What follows belongs to an exercise in optimizing a design on an open flow for a short achievable clock period and few clock cycles; a production flow would make more cautious choices. Function was checked by simulation only, so behaviour that the tests miss may differ from the original. Power is estimated from default activity; no workload was simulated.

Setup of alpha:
## icb
module icb (
    input  wire        clk,
    input  wire        rst,
    input  wire        req_valid,
    output wire        req_ready,
    input  wire        req_we,
    input  wire [7:0]  req_addr,
    input  wire [63:0] req_wdata,
    output reg         rsp_valid,
    output reg  [63:0] rsp_rdata
);
Size: roughly 12000 cells after synthesis, roughly 140 I/O pins.
clock: 13.0 ns
lec_check: 0
cap_margin: 35
core_margin: 2
core_utilization: 42
place_density: 0.58
slew_margin: 35
standard.sh (not shown) runs the stock make flow with config.mk's settings and CLKGATE_MAP_FILE= SYNTH_SCRIPT=/design/flow/synth_recipe.tcl, a recipe that flattens the netlist after the stock synthesis.
==> flow/flow/run.sh <==
#!/bin/bash
# Layout flow: the standard flow, with the standard synthesis unchanged,
# and the timing repair of the later steps aiming 9.5 ns below the clock
# period (the SDC is unchanged) so that the layout runs as fast as it can.
set -euo pipefail
bash standard.sh synth > synth.log 2>&1
bash standard.sh SETUP_SLACK_MARGIN=9.5 finish > layout.log 2>&1
Testbench counts of alpha, summed over its fixed seeds: cycles 32,048.
Relative to alpha, the following input files were edited for beta:
diff --git a/flow/config.mk b/flow/config.mk
--- a/flow/config.mk
+++ b/flow/config.mk
@@ -8,5 +8,5 @@
 export CAP_MARGIN = 35
 export CORE_MARGIN = 2
-export CORE_UTILIZATION = 42
-export PLACE_DENSITY = 0.58
+export CORE_UTILIZATION = 35
+export PLACE_DENSITY = 0.5
 export SLEW_MARGIN = 35
### Flow results
[beta] peak clock frequency supported by timing rose about 1.3% relative to alpha. Compared with alpha, beta shows a higher area growth from synthesis to layout. beta vs alpha — area of the core climbed by more than 10%. There was hardly any difference in normalized max-slew margin between beta and alpha. Going from alpha to beta, sequential share of layout area now smaller; via count now smaller; clock distribution area overhead in the final layout comparable. Multi-input combinational cell area for beta: 1.5% up relative to alpha. beta vs alpha on pin count of the biggest net entering global routing: beta is the higher one.
> inputs changed (beta -> gamma)
diff --git a/flow/config.mk b/flow/config.mk
--- a/flow/config.mk
+++ b/flow/config.mk
@@ -9,4 +9,6 @@
 export CORE_MARGIN = 2
 export CORE_UTILIZATION = 35
+export CTS_CLUSTER_DIAMETER = 80
+export CTS_CLUSTER_SIZE = 25
 export PLACE_DENSITY = 0.5
 export SLEW_MARGIN = 35
--- outcome ---
met2 track utilization from global routing for gamma: 0.20 points down relative to beta
Status: sequential power parity (gamma, beta)
Against beta, gamma reports a total design power that is lower.
From beta to gamma, simple logic cell fraction of the synthesized area did not move at all.
Diff beta -> gamma: layout cell share with drive strength beyond 1 lost 0.33 points; footprint of the multi-input gates neither gained nor lost much; final standard cell area without fillers lost 2.0%; final hold slack picked up an extra 0.0031 ns.
Sort gamma and beta by share of the cycle needed by the critical path after routing, ascending, and gamma comes first.
Total global-route track usage: gamma vs beta — no meaningful difference
What delta does differently from gamma at the input level:
==> flow/flow/run.sh <==
#!/bin/bash
# Layout flow: the standard flow, with the standard synthesis unchanged,
# the timing repair of the later steps aiming 9.5 ns below the clock period
# (the SDC is unchanged), and the clock tree built with the "half" non-default
# routing rule (wider clock wires and spacing) for less clock latency.
set -euo pipefail
bash standard.sh synth > synth.log 2>&1
bash standard.sh SETUP_SLACK_MARGIN=9.5 "CTS_ARGS=-sink_clustering_enable -repair_clock_nets -apply_ndr half" finish > layout.log 2>&1
diff --git a/flow/config.mk b/flow/config.mk
--- a/flow/config.mk
+++ b/flow/config.mk
@@ -9,6 +9,4 @@
 export CORE_MARGIN = 2
 export CORE_UTILIZATION = 35
-export CTS_CLUSTER_DIAMETER = 80
-export CTS_CLUSTER_SIZE = 25
 export PLACE_DENSITY = 0.5
 export SLEW_MARGIN = 35
Notes after the runs:
Going from gamma to delta, multi-input gate count closely matched the old numbers; final area increased by 2300 sq um relative to the old numbers; number of buffers added for setup after CTS decreased by 9 relative to the old numbers; share of layout cells above drive strength 1 increased by 0.33 points relative to the old numbers. Looking at total power across delta and gamma, the one that comes out higher is delta. From gamma to delta the numbers moved as follows: clock group share of total power rose 7.3 points, data required time at the worst endpoint about even, power density over the cells rose 13 nW/um^2. Cmp delta and gamma / non-clock buffer count / lower: delta.

* * *

icb, a different RTL version from the one above (not shown whole).
For scale: about 12000 cells after synthesis, roughly 140 I/O pins, roughly 93000 µm² of cells after synthesis.
// icb
module icb (
    input  wire        clk,
    input  wire        rst,
    input  wire        req_valid,
    output wire        req_ready,
    input  wire        req_we,
    input  wire [7:0]  req_addr,
    input  wire [63:0] req_wdata,
    output reg         rsp_valid,
    output reg  [63:0] rsp_rdata
);
Settings: LEC_CHECK=0, CAP_MARGIN=35, CORE_MARGIN=2, CORE_UTILIZATION=33, PLACE_DENSITY=0.5, SLEW_MARGIN=35; clock period 13.0 ns.
==> flow/flow/run.sh <==
#!/bin/bash
# Layout flow: the standard flow, with the standard synthesis unchanged,
# and the timing repair of the later steps aiming 9.5 ns below the clock
# period (the SDC is unchanged) so that the layout runs as fast as it can.
set -euo pipefail
bash standard.sh synth > synth.log 2>&1
bash standard.sh SETUP_SLACK_MARGIN=9.5 finish > layout.log 2>&1
Testbench counts at the start, summed over its fixed seeds: cycles 32,040.
Then changed:
CORE_UTILIZATION = 35   (was 33)
With this change the flow ran to the end with violations: antenna rules; routed wire length decreases by 2.3%; die area decreases by 5.7%; sequential share of layout area increases by 0.51 points; final area decreases by 1.5%; maximum frequency decreases by 0.88%; core utilization increases by 1.6 points; count of clock-buffer cells in the layout increases by 3; area after synthesis stays the same.

## separate check: timing with driven ports
The flow's constraints put no driver on any port. The routed layouts listed below were extracted and timed again, unchanged, in two steps.
Step 1, drivers: a clkbuf_16 drives clk and a buf_2 each remaining input, both assumed.
Step 2 times the ports against the registers' clock, not the clock port: input delays grow and output delays shrink by t, the midpoint of the rising clock arrivals with the driver on.
a / b / c = ideal ports / drivers / drivers and shift; a / b = the first two.
run	shift t [ns]	setup slack, ns	pins driven straight from the clock port
alpha	1.008	8.815 / 8.710 / 9.218	1
beta	1.062	8.870 / 8.756 / 9.244	1
gamma	1.058	8.891 / 8.781 / 9.255	1
delta	1.062	8.870 / 8.756 / 9.244	1
the first run of note 2	1.044	8.891 / 8.811 / 7.875	1
the second run of note 2	1.026	8.855 / 8.884 / 7.859	1
The setup slack of the first run of note 2, which loses most, moves by -0.080 ns with the drivers and by -1.016 ns with both steps.
